This design comes from an exercise in tuning for small area, a short achievable clock period and few clock cycles per item on the open sky130 flow, not from production work. Only simulation tests tie the RTL to the original design; equivalence was not proved. Power and IR drop assume default switching activity.

==> inputs of v8 <==
==> flow/design.v (excerpt) <==
module tremcore (
  input             clk,
  input             rst,         
  input             cmd_valid,
  input      [31:0] cmd_data,
  output            cmd_ready,
  output            out_valid,
  input             out_ready,
  output     [31:0] out_data,
  output     [31:0] status,
  output            idle
);
  localparam [31:0] C_ZERO   = 32'h00000000;
  localparam [31:0] C_ONE    = 32'h3F800000;
  localparam [31:0] C_HALF   = 32'h3F000000;
  localparam [31:0] C_SMOOTH = 32'h3DCCCCCD;
  localparam [31:0] FREQ_MIN = 32'h34000000;
  localparam [1:0] UNBUILT = 2'd0, INACTIVE = 2'd1, ACTIVE = 2'd2;
  localparam [2:0] P_HDR = 3'd0, P_W1 = 3'd1, P_W2 = 3'd2, P_W3 = 3'd3,
                   P_SMP = 3'd4, P_DISC = 3'd5;
  localparam [2:0] AD_NONE = 3'd0, AD_A = 3'd1, AD_B = 3'd2, AD_GCUR = 3'd3,
                   AD_FACT = 3'd4, AD_AH = 3'd5, AD_BH = 3'd6, AD_MF = 3'd7;
  localparam [2:0] MD_NONE = 3'd0, MD_A = 3'd1, MD_B = 3'd2, MD_C = 3'd3,
                   MD_OUT = 3'd4;
  localparam [3:0] BU_LAST = 4'd13;
  reg  [1:0]  life;
  reg         mode_sel;
  ...
export LEC_CHECK = 0
export ABC_CLOCK_PERIOD_IN_PS = 10000
export CAP_MARGIN = 20
export CELL_PAD_IN_SITES_DETAIL_PLACEMENT = 1
export CELL_PAD_IN_SITES_GLOBAL_PLACEMENT = 2
export CORE_MARGIN = 2
export CORE_UTILIZATION = 40
export PLACE_DENSITY = 0.6
export SLEW_MARGIN = 20
export SYNTH_MEMORY_MAX_BITS = 16384
create_clock -name core_clock -period 45.0 [get_ports {clk}]
standard.sh (not shown) runs the stock make flow with config.mk's settings and CLKGATE_MAP_FILE= SYNTH_SCRIPT=/design/flow/synth_recipe.tcl, a recipe that flattens the netlist after the stock synthesis.
==> flow/flow/run.sh <==
#!/bin/bash
# The standard layout, with faster port buffers and timing repair that aims
# for more slack than the 45 ns clock needs and may resize cells to other
# footprints (the constraints are unchanged).
set -euo pipefail
bash standard.sh \
  SETUP_SLACK_MARGIN=34.5 \
  TNS_END_PERCENT=100 \
  MATCH_CELL_FOOTPRINT=0 \
  "BUFFER_PORTS_ARGS=-buffer_cell sky130_fd_sc_hd__buf_4" \
  finish > flow_standard.log 2>&1
==> v38: changes against v8 <==
==> flow/run.sh (new file) <==
#!/bin/bash
# synth_recipe.tcl (not shown) runs the flow's synth.tcl, then flattens the netlist and writes it again
# the make line also repeats each setting of config.mk as NAME=value (left out here)
make -C /OpenROAD-flow-scripts/flow DESIGN_CONFIG=/design/flow/config.mk WORK_HOME=/design/flow/orfs CLKGATE_MAP_FILE= SYNTH_SCRIPT=/design/flow/synth_recipe.tcl finish
removed: flow/flow/run.sh
removed: flow/standard.sh
==> comparison table <==
                                                                        v8                   v38
Wirelength per Cell                                                28.9 µm               28.8 µm
Detailed Route WL                                                512000 µm             508000 µm
Total Power Consumption                                            7.29 mW               7.24 mW
Largest net degree at the start of global routing                       84                    82
Placed insts                                                         17300                 17300
Setup Crit Path Kind                               register to output port  register to register
Min cycle time layout                                             10430 ps              12560 ps
Per-cell via count in the routed design                               6.16                  6.15
Status                                    no timing/DRC/antenna violations  no timing/DRC/antenna violations
Worst Hold Path EP                                           u_add.ex_r[4]             u_mul.s_r
Total number of cells along the worst setup path                         1                    44
Logic power comb                                                   4.20 mW               4.22 mW
First-pass GRT wire length                                       753000 µm             751000 µm
End of the worst register-to-register path                    u_div.qm[20]           u_div.qa[4]
Leakage power summed over all cells                                52.7 nW               52.2 nW
Final non-filler cell total                                          17700                 17700
Amount of wire on met3 after detailed routing                     36300 µm              36500 µm
Part of the cycle the worst path needs                               23.2%                 27.9%
Non-clock buffer count                                                 485                   463
Maximum achievable frequency                                    0.0959 GHz            0.0796 GHz
GRT Util Overall                                                     33.1%                 32.9%
Clock latency on the worst-skew pair                                890 ps                930 ps
Multi-input gate count                                               10700                 10700
Testbench counts of v8, summed over its fixed seeds: cycles 7,238, items 2,905.
Testbench counts of v38, summed over its fixed seeds: cycles 7,238, items 2,905.

[afterwards: timing with drivers on the ports]
No port has a modelled driver above. Below, the same layouts with a new extraction and two added sets of constraints. Step 1 (the two cells are an assumption about what drives the block):
set clk [get_ports {clk}]
set_driving_cell -lib_cell sky130_fd_sc_hd__clkbuf_16 $clk
set_driving_cell -lib_cell sky130_fd_sc_hd__buf_2 [delete_from_list [all_inputs] $clk]
Step 2 moves the port delays by t, midway between the first and last clock arrival at a register: inputs arrive t later, outputs are due t later. That takes back most of the time a late clock gives input paths. Three values: ideal ports, drivers, drivers and shift; two values: the first two.
run	t (ns)	setup slack, ns	worst register clock-pin slew, ns
v8	0.950	34.573 / 34.472 / 33.825	0.07 / 0.07
v38	0.967	32.436 / 32.436 / 32.436	0.07 / 0.07
After both steps every run listed still meets setup and hold. The setup slack of v8, which loses most, moves by -0.101 ns with the drivers and by -0.748 ns with both steps.
